What follows belongs to an exercise in optimizing a design on an open flow for small area; a production flow would make more cautious choices.
The RTL was checked by simulation tests, not by an equivalence proof against the original design.
Power and IR drop assume default switching activity.

build 17:
==> flow/design.v (excerpt) <==
module sht1x_engine (
    input  wire        clk,
    input  wire        rst,           
    input  wire        req_valid,
    input  wire [15:0] req_word,
    output wire        busy,
    output reg         done,
    output wire [2:0]  rsp_err,
    output wire [15:0] rsp_val,
    output wire        ev_valid,
    output wire [1:0]  ev_kind,
    output wire        ev_pin,
    output wire        ev_val,
    output wire [1:0]  ev_sleep,
    input  wire        ev_ready,
    input  wire        data_in
);
For scale: ~730 cells after synthesis, about 49 I/O pins.
clock: 10.0 ns
lec_check: 0
cap_margin: 20
core_margin: 2
core_utilization: 40
gpl_timing_driven: 0
place_density: 0.6
slew_margin: 20
standard.sh (not shown) runs the stock make flow with config.mk's settings and CLKGATE_MAP_FILE= SYNTH_SCRIPT=/design/flow/synth_recipe.tcl, a recipe that flattens the netlist after the stock synthesis.
==> flow/flow/run.sh <==
#!/bin/bash
# Layout flow: the standard ORFS flow (standard.sh) with these changes:
#  - the ABC script that maps the combinational logic in synthesis is an
#    area-oriented one (flow/abc_area_map.script) instead of ORFS's
#    delay-oriented abc_speed.script. Registers are mapped before ABC runs,
#    so they are exactly the standard synthesis's registers.
#  - every input and output port still gets its own buffer, but a small one
#    (buf_1) instead of the clkdlybuf4s50_1 buffer_ports picks by default.
#  - clock tree: small clock buffers, sinks clustered in groups of at most
#    8, and no dummy loads (the clock still reaches every register through
#    the buffered tree; no register's clock is delayed on purpose).
set -euo pipefail
here=$(pwd)
rm -rf "$here/scripts"
cp -r "$FLOW_HOME/scripts" "$here/scripts"
cp "$here/flow/abc_area_map.script" "$here/scripts/abc_speed.script"
bash standard.sh "SCRIPTS_DIR=$here/scripts" \
    "BUFFER_PORTS_ARGS=-buffer_cell sky130_fd_sc_hd__buf_1" \
    "CTS_ARGS=-sink_clustering_enable -repair_clock_nets -dont_use_dummy_load -buf_list {sky130_fd_sc_hd__clkbuf_8 sky130_fd_sc_hd__clkbuf_16} -sink_clustering_size 30 -sink_clustering_max_diameter 200" \
    finish > "$here/flow_make.log" 2>&1
==> flow/flow/abc_area_map.script <==
strash
ifraig
scorr
dc2
dc2
strash
&get -n
&deepsyn -T 60
&dch -f
&nf -R 1000 -p -C 32
&put
The following lists how build 98 was set up differently from build 17:
Settings: PLACE_DENSITY now 0.75, was 0.6; CORE_UTILIZATION now 60, was 40.
--- a/flow/flow/run.sh
+++ b/flow/flow/run.sh
@@ -19 +19 @@
-    "CTS_ARGS=-sink_clustering_enable -repair_clock_nets -dont_use_dummy_load -buf_list {sky130_fd_sc_hd__clkbuf_8 sky130_fd_sc_hd__clkbuf_16} -sink_clustering_size 30 -sink_clustering_max_diameter 200" \
+    "CTS_ARGS=-sink_clustering_enable -repair_clock_nets -dont_use_dummy_load -buf_list {sky130_fd_sc_hd__clkbuf_4 sky130_fd_sc_hd__clkbuf_8} -sink_clustering_size 8" \
--- a/flow/flow/abc_area_map.script
+++ b/flow/flow/abc_area_map.script
@@ -8 +8 @@
-&deepsyn -T 60
+&deepsyn -T 240
==> comparison <==
- In summary, build 98 completed successfully, with a layout that passed the timing, design-rule and antenna checks.
- Build 98 ends up with a met2 routing resource usage after global routing that is 17 points higher than in build 17.
- Changes observed in build 98 relative to build 17: synthesized netlist net count went down about 2%; final RePlAce weighted congestion went up about 6%.
Modified inputs, build 11 compared to build 98
Settings: swapping 0.75 for 0.6 in PLACE_DENSITY; swapping 60 for 40 in CORE_UTILIZATION.
--- a/flow/flow/run.sh
+++ b/flow/flow/run.sh
@@ -19 +19 @@
-    "CTS_ARGS=-sink_clustering_enable -repair_clock_nets -dont_use_dummy_load -buf_list {sky130_fd_sc_hd__clkbuf_4 sky130_fd_sc_hd__clkbuf_8} -sink_clustering_size 8" \
+    "CTS_ARGS=-sink_clustering_enable -repair_clock_nets -dont_use_dummy_load -buf_list {sky130_fd_sc_hd__clkbuf_16} -sink_clustering_size 100 -sink_clustering_max_diameter 500" \
--- a/flow/flow/abc_area_map.script
+++ b/flow/flow/abc_area_map.script
@@ -8 +8 @@
-&deepsyn -T 240
+&deepsyn -T 60
[summary]
Delta (build 11 minus build 98): die span in y moved up, hold slack moved down, peak clock frequency supported by timing moved down, cell area after synthesis moved up. Post-route DRC violation count delta (build 98 -> build 11): insignificant. The met1 layer usage reported by global route of build 11 falls short of that of build 98 by 18 points. Comparing build 11 and build 98, the lower highest cell delay on the worst timing path is on build 98. Compared with build 98, build 11 has less setup slack. Summary — gate count after technology mapping, build 11 relative to build 98: higher, by 15. Build 11 vs. build 98: final-layout clock buffer total did not really move, final area shows an increase of about 4%.
[inputs] build 63 vs build 11
--- a/flow/flow/run.sh
+++ b/flow/flow/run.sh
@@ -19 +19 @@
-    "CTS_ARGS=-sink_clustering_enable -repair_clock_nets -dont_use_dummy_load -buf_list {sky130_fd_sc_hd__clkbuf_16} -sink_clustering_size 100 -sink_clustering_max_diameter 500" \
+    "CTS_ARGS=-sink_clustering_enable -repair_clock_nets -dont_use_dummy_load -buf_list {sky130_fd_sc_hd__clkbuf_4 sky130_fd_sc_hd__clkbuf_8} -sink_clustering_size 8" \
--- a/flow/flow/abc_area_map.script
+++ b/flow/flow/abc_area_map.script
@@ -8 +8 @@
-&deepsyn -T 60
+&deepsyn -T 240
## What came out
Routed wire length, build 11 and build 63: higher on build 63
Build 63 — synthesized cell count about 2% lower, build 11 as reference
Build 63 ended with less share of final-layout standard cells stronger than drive strength 1 than build 11.
| final cell count | lower: build 63 |
On detailed-route wire length on metal 1: between build 11 and build 63, it ends up lower for build 11.
Looking at worst slew slack as a fraction of its limit, build 63 sits 2.4 points higher than build 11 does.

========
sht1x_engine, a different RTL version from the one above (not shown whole).
For scale: ~90 flip-flops, about 49 I/O pins.
Design sht1x_engine, start of the top module:
module sht1x_engine (
    input  wire        clk,
    input  wire        rst,           
    input  wire        req_valid,
    input  wire [15:0] req_word,
    output wire        busy,
    output reg         done,
    output wire [2:0]  rsp_err,
    output wire [15:0] rsp_val,
    output wire        ev_valid,
    output wire [1:0]  ev_kind,
    output wire        ev_pin,
    output wire        ev_val,
    output wire [1:0]  ev_sleep,
    input  wire        ev_ready,
    input  wire        data_in
);
clock: 10.0 ns
lec_check: 0
cap_margin: 20
core_margin: 2
core_utilization: 40
place_density: 0.6
slew_margin: 20
run.sh (not shown) runs the stock make flow with config.mk's settings and CLKGATE_MAP_FILE= SYNTH_SCRIPT=/design/flow/synth_recipe.tcl, a recipe that flattens the netlist after the stock synthesis.
Stock flow here: none of the scripts above is used.
Rerun with:
==> flow/flow/run.sh (new file) <==
#!/bin/bash
# Layout flow: the standard ORFS flow, with one change: the ABC script
# used to map the combinational logic in synthesis is an area-oriented one
# (flow/abc_area_map.script) instead of ORFS's delay-oriented abc_speed.script.
# Registers are mapped before ABC runs, so they are exactly the standard
# synthesis's registers.
set -euo pipefail
here=$(pwd)
rm -rf "$here/scripts"
cp -r "$FLOW_HOME/scripts" "$here/scripts"
cp "$here/flow/abc_area_map.script" "$here/scripts/abc_speed.script"
bash standard.sh "SCRIPTS_DIR=$here/scripts" finish > "$here/flow_make.log" 2>&1
==> flow/flow/abc_area_map.script (new file) <==
strash
ifraig
scorr
dc2
dc2
strash
&get -n
&dch -f
&nf -R 1000 -p
&put
==> flow/standard.sh (new file) <==
#!/bin/bash
# synth_recipe.tcl (not shown) runs the flow's synth.tcl, then flattens the netlist and writes it again
# the make line also repeats each setting of config.mk as NAME=value (left out here)
make -C /OpenROAD-flow-scripts/flow DESIGN_CONFIG=/design/flow/config.mk WORK_HOME=/design/flow/orfs CLKGATE_MAP_FILE= SYNTH_SCRIPT=/design/flow/synth_recipe.tcl "${@:-finish}"
removed: flow/run.sh
Sequential share of layout area went up by 4.0 points.
Sequential cell count does not change.
Count of clock-buffer cells in the layout went down by 1.
Core utilization went up by 3.4 points.
Power went down by 3.0%.
Setup slack degrades by 930 ps.
Cell count went down by 13%.
Synthesized area went down by about 21%.

[what the ideal ports hide]
The results above use ideal ports. As a check the final layouts listed here were re-extracted and re-timed, cells and wires unchanged. Step 1: set_driving_cell puts a clkbuf_16 on clk and a buf_2 on each other input, an assumption about the parent block. Step 2 times the ports against the registers' clock, not the clock port: input delays grow and output delays shrink by t, the midpoint of the rising clock arrivals with the driver on. Slacks: ideal ports / drivers / drivers and shift; pairs: ideal ports / drivers.
run | shift t [ns] | setup slack, ns | clock arrival spread, ns | worst register clock-pin slew, ns | pins driven straight from the clock port
build 17 | 0.389 | 2.380 / 2.397 / 2.008 | 0.012 / 0.012 | 0.06 / 0.06 | 1
build 98 | 0.396 | 2.695 / 2.706 / 2.310 | 0.032 / 0.032 | 0.10 / 0.10 | 1
build 11 | 0.389 | 2.380 / 2.397 / 2.008 | 0.012 / 0.012 | 0.06 / 0.06 | 1
build 63 | 0.412 | 2.421 / 2.434 / 2.022 | 0.027 / 0.028 | 0.10 / 0.10 | 1
the first run of note 2 | 0.402 | 2.633 / 2.659 / 2.256 | 0.015 / 0.015 | 0.08 / 0.08 | 1
the second run of note 2 | 0.410 | 1.702 / 1.731 / 1.321 | 0.013 / 0.012 | 0.08 / 0.08 | 1
After both steps setup and hold are still met in every run listed. The setup slack of build 63, which loses most, moves by +0.013 ns with the drivers and by -0.399 ns with both steps.
